Background: an optimization exercise with open tools, aiming at small area, a short achievable clock period and few clock cycles per item. Do not read the settings as production practice.
Function was checked by simulation only, so behaviour that the tests miss may differ from the original.
No activity file was given, so power comes from the tool's default toggle rates.

Setup of job 3496:
## esp3_codec
module esp3_codec (
    input  wire        clk,
    input  wire        rst,
    input  wire        teach_en,
    input  wire [31:0] local_addr,
    input  wire        in_valid,
    input  wire [7:0]  in_data,
    output reg         in_ready,
    output reg         res_valid,
    input  wire        res_ready,
    output wire [1:0]  res_status,
    output reg  [1:0]  res_tag,
    output wire [7:0]  res_type,
    output wire [15:0] res_dlen,
    output wire [7:0]  res_olen,
    output wire [63:0] res_head,
    output wire [31:0] res_sender,
    output wire [7:0]  res_rstatus,
    output wire [31:0] res_dest,
    output reg         res_resp,
    output reg         tx_valid,
    input  wire        tx_ready,
    output reg  [7:0]  tx_data,
    output reg         tx_last
);
    localparam [2:0] S_HUNT = 3'd0,   
                     S_HDR  = 3'd1,   
                     S_HCRC = 3'd2,   
                     S_DATA = 3'd3,   
                     S_OPT  = 3'd4,   
                     S_DCRC = 3'd5;   
    function [7:0] crc8;
        input [7:0] c;
        input [7:0] b;
        integer k;
        reg [7:0] x;
        begin
            x = c ^ b;
            for (k = 0; k < 8; k = k + 1)
                x = x[7] ? ((x << 1) ^ 8'h07) : (x << 1);
            crc8 = x;
        end
    endfunction
    reg [2:0]  state;
    reg [15:0] dlen;
    reg [7:0]  olen;
    reg [7:0]  ptype;
    reg [7:0]  crc;
    reg [15:0] rem;       
    reg [3:0]  idx;       
    reg [63:0] head;      
    reg [39:0] win;       
    reg [31:0] dest;      
    reg        bad;
    reg [31:0] la;
    reg [31:0] tx_snd;
    reg        tx_ute;
    reg [4:0]  nx;        
    reg [7:0]  tx_crc;
    reg        tx_lag;    
    wire take    = in_valid && in_ready;
    wire tx_take = tx_valid && tx_ready;
    wire dlen_hi  = |dlen[15:3];                  
    wire [7:0] dgt;                               
    assign dgt[0] = dlen_hi || (dlen[2:0] != 3'd0);
    assign dgt[1] = dlen_hi || (dlen[2:0] > 3'd1);
    assign dgt[2] = dlen_hi || (dlen[2:0] > 3'd2);
    assign dgt[3] = dlen_hi || (dlen[2:0] > 3'd3);
    assign dgt[4] = dlen_hi || (dlen[2:0] > 3'd4);
    assign dgt[5] = dlen_hi || (dlen[2:0] > 3'd5);
    assign dgt[6] = dlen_hi || (dlen[2:0] > 3'd6);
  ...
Size: roughly 920 cells after synthesis, roughly 290 flip-flops, about 13000 sq um of cells after synthesis.
clock: 6.5 ns
lec_check: 0
cap_margin: 20
core_margin: 2
core_utilization: 40
setup_slack_margin: 4.2
slew_margin: 20
tns_end_percent: 5
buffer_ports_args: -buffer_cell sky130_fd_sc_hd__buf_1
cts_args: -sink_clustering_enable -repair_clock_nets -dont_use_dummy_load -buf_list sky130_fd_sc_hd__clkbuf_8 -sink_clustering_size 16 -sink_clustering_max_diameter 50
standard.sh (not shown) runs the stock make flow with config.mk's settings and CLKGATE_MAP_FILE= SYNTH_SCRIPT=/design/flow/synth_recipe.tcl, a recipe that flattens the netlist after the stock synthesis.
==> flow/flow/run.sh <==
#!/bin/bash
# The standard layout (the standard.sh, standard synthesis included)
# with two changes to how the layout is made:
#  - each port gets a sky130_fd_sc_hd__buf_1 buffer; the standard flow's
#    buffer_ports picks the clkdlybuf4s50_1 delay cell, which is larger and
#    slower;
#  - clock tree synthesis adds no dummy load cells and builds the tree
#    from clkbuf_8 cells, in clusters of at most 16 sinks.
# make's full output goes to standard.log; ORFS keeps each step's own log
# under orfs/logs/.
set -euo pipefail
cat >> config.mk <<'EOT'
export BUFFER_PORTS_ARGS = -buffer_cell sky130_fd_sc_hd__buf_1
export CTS_ARGS = -sink_clustering_enable -repair_clock_nets -dont_use_dummy_load -buf_list sky130_fd_sc_hd__clkbuf_8 -sink_clustering_size 16 -sink_clustering_max_diameter 50
EOT
bash standard.sh > standard.log 2>&1
Job 3496 finished all stages; the layout is clean.
Testbench counts of job 3496, summed over its fixed seeds: cycles 56,415, bytes 55,529.
Setup changes, job 3496 to job 8227
- TNS_END_PERCENT no longer set, was 5
- SETUP_SLACK_MARGIN now 4.0, was 4.2
==> summary.txt <==
Cmp job 8227 vs job 3496: proportion of layout cells with a drive suffix above 1 higher in job 8227. Per the comparison of job 8227 with job 3496, minimum clock period after layout went up by 0.023 ns; synthesis-to-layout area growth went up 7.3 points; total non-filler cell area in the finished layout picked up an extra 930 sq um; sequential share of layout area lost 3.2 points; count of mapped cells out of synthesis now sits at about the same level. Going from job 3496 to job 8227, footprint of the multi-input gates saw an increase, post-layout utilization of the core saw an increase, y dimension of the die saw little to no change, worst slew margin relative to its limit saw a decrease. Share of the final layout cell area in multi-input gates: job 3496 and job 8227 compared, lower one is job 8227.
Relative to job 8227, the following input files were edited for job 3026:
- changing CTS_ARGS from -sink_clustering_enable -repair_clock_nets -dont_use_dummy_load -buf_list sky130_fd_sc_hd__clkbuf_8 -sink_clustering_size 16 -sink_clustering_max_diameter 50 to -sink_clustering_enable -repair_clock_nets -dont_use_dummy_load -buf_list sky130_fd_sc_hd__clkbuf_8 -root_buf sky130_fd_sc_hd__clkbuf_16 -tree_buf sky130_fd_sc_hd__clkbuf_16 -sink_clustering_size 12 -sink_clustering_max_diameter 40
- setting TNS_END_PERCENT to 5 for the first time
- changing SETUP_SLACK_MARGIN from 4.0 to 4.2
--- a/flow/flow/run.sh
+++ b/flow/flow/run.sh
@@ -8 +8,2 @@
-#    from clkbuf_8 cells, in clusters of at most 16 sinks.
+#    from clkbuf_16 cells at the root and branches and clkbuf_8 cells at the
+#    leaves, in clusters of at most 12 sinks.
@@ -14 +15 @@
-export CTS_ARGS = -sink_clustering_enable -repair_clock_nets -dont_use_dummy_load -buf_list sky130_fd_sc_hd__clkbuf_8 -sink_clustering_size 16 -sink_clustering_max_diameter 50
+export CTS_ARGS = -sink_clustering_enable -repair_clock_nets -dont_use_dummy_load -buf_list sky130_fd_sc_hd__clkbuf_8 -root_buf sky130_fd_sc_hd__clkbuf_16 -tree_buf sky130_fd_sc_hd__clkbuf_16 -sink_clustering_size 12 -sink_clustering_max_diameter 40
Looking at relative contribution of the clock network to total power, job 3026 sits above job 8227.
Changes observed in job 3026 relative to job 8227: remaining max-slew budget at the tightest pin moved up, worst setup slack after layout moved up.
Job 3026 vs. job 8227: growth of design area from synthesis to finish now sits lower; synthesized cell count held steady.
#### Input delta (job 8636 over job 3026)
- swapping 40 for 50 in CORE_UTILIZATION
- swapping -sink_clustering_enable -repair_clock_nets -dont_use_dummy_load -buf_list sky130_fd_sc_hd__clkbuf_8 -root_buf sky130_fd_sc_hd__clkbuf_16 -tree_buf sky130_fd_sc_hd__clkbuf_16 -sink_clustering_size 12 -sink_clustering_max_diameter 40 for -sink_clustering_enable -repair_clock_nets -dont_use_dummy_load -buf_list sky130_fd_sc_hd__clkbuf_8 -root_buf sky130_fd_sc_hd__clkbuf_16 -tree_buf sky130_fd_sc_hd__clkbuf_16 -sink_clustering_size 16 -sink_clustering_max_diameter 50 in CTS_ARGS
--- a/flow/flow/run.sh
+++ b/flow/flow/run.sh
@@ -9 +9 @@
-#    leaves, in clusters of at most 12 sinks.
+#    leaves, in clusters of at most 16 sinks.
@@ -15 +15 @@
-export CTS_ARGS = -sink_clustering_enable -repair_clock_nets -dont_use_dummy_load -buf_list sky130_fd_sc_hd__clkbuf_8 -root_buf sky130_fd_sc_hd__clkbuf_16 -tree_buf sky130_fd_sc_hd__clkbuf_16 -sink_clustering_size 12 -sink_clustering_max_diameter 40
+export CTS_ARGS = -sink_clustering_enable -repair_clock_nets -dont_use_dummy_load -buf_list sky130_fd_sc_hd__clkbuf_8 -root_buf sky130_fd_sc_hd__clkbuf_16 -tree_buf sky130_fd_sc_hd__clkbuf_16 -sink_clustering_size 16 -sink_clustering_max_diameter 50
[summary]
- Every stage of the flow completed for job 8636, and the final layout passed the timing, design-rule and antenna checks.
- Time the worst path needs with I/O delays and setup (lower): job 3026
- From job 3026 to job 8636 the numbers moved as follows: adder and majority cell fraction of the synthesized area level; area added between synthesis and finish went down; maximum number of pins on one net before global-route repair has increased.
- Taking job 3026 as the reference, in job 8636 number of buffers inserted to repair setup after CTS saw an increase; count of TritonRoute iterations in the first routing pass increased by 1 relative to the old numbers; met2 track demand over resource in global routing higher; overall die area went down by about 20%.
- Job 8636 against job 3026; net count of the finished layout is down slightly.
- Between job 3026 and job 8636, the utilization is higher for job 8636.
- Against job 3026, the final cell area of job 8636 is lower.
Input changes introduced in job 6684 (baseline for comparison: job 8636):
- swapping 50 for 40 in CORE_UTILIZATION
- swapping 4.2 for 4.35 in SETUP_SLACK_MARGIN
- swapping 5 for 3 in TNS_END_PERCENT
==> summary.txt <==
Job 6684 vs job 8636: final worst-path cycle share down in job 6684
Comparing job 8636 against job 6684, there is no change at all in flip-flop and latch area.
tx_data[5]$_SDFFCE_PN0P_ as the endpoint of the worst setup timing path was reported by job 6684, and tx_data[0]$_SDFFCE_PN1P_ by job 8636.
Comparing job 8636 and job 6684, the lower worst hold-check slack is on job 6684.
Compared to job 8636, job 6684 has proportion of final cell area spent on non-clock buffers 0.52 points lower.
Between job 8636 and job 6684, clock period minus worst slack is lower for job 6684, job 8636 comes in above that.
Against job 8636, job 6684 comes in 1.7 mm higher on wire length.
## Diff of input files: job 3289 against job 6684
- a change of SETUP_SLACK_MARGIN from 4.35 to 4.2
- a change of TNS_END_PERCENT from 3 to 5
Results
Diff job 6684 -> job 3289: non-clock buffer count saw a decrease; clock tree cell share of total cell area level; power held; total length of routed wires now smaller.
Compared with job 6684, in job 3289 design area dropped about 0.8%; clock network power share barely changed; hold slack barely changed; global-route usage barely changed; setup slack dropped 0.0048 ns.

[port drivers added, routing unchanged]
The results above use ideal ports. As a check the final layouts listed here were re-extracted and re-timed, cells and wires unchanged. Step 1: set_driving_cell puts a clkbuf_16 on clk and a buf_2 on each other input, an assumption about the parent block. Step 2 times the ports against the registers' clock, not the clock port: input delays grow and output delays shrink by t, the midpoint of the rising clock arrivals with the driver on. Three values: ideal ports, drivers, drivers and shift; two values: the first two.
| run | shift t [ns] | setup slack, ns | worst hold slack (ns) | pins driven straight from the clock port |
|---|---|---|---|---|
| job 3496 | 0.621 | 3.896 / 3.851 / 3.336 | 0.438 / 0.438 / 0.438 | 1 |
| job 8227 | 0.644 | 3.873 / 3.830 / 3.312 | 0.436 / 0.436 / 0.436 | 1 |
| job 3026 | 0.540 | 3.929 / 3.929 / 3.444 | 0.477 / 0.477 / 0.477 | 1 |
| job 8636 | 0.518 | 3.914 / 3.900 / 3.381 | 0.482 / 0.482 / 0.482 | 1 |
| job 6684 | 0.550 | 3.945 / 3.931 / 3.434 | 0.465 / 0.465 / 0.465 | 1 |
| job 3289 | 0.550 | 3.940 / 3.933 / 3.441 | 0.463 / 0.463 / 0.463 | 1 |
After both steps setup and hold are still met in every run listed. The setup slack of job 8227, which loses most, moves by -0.043 ns with the drivers and by -0.561 ns with both steps.
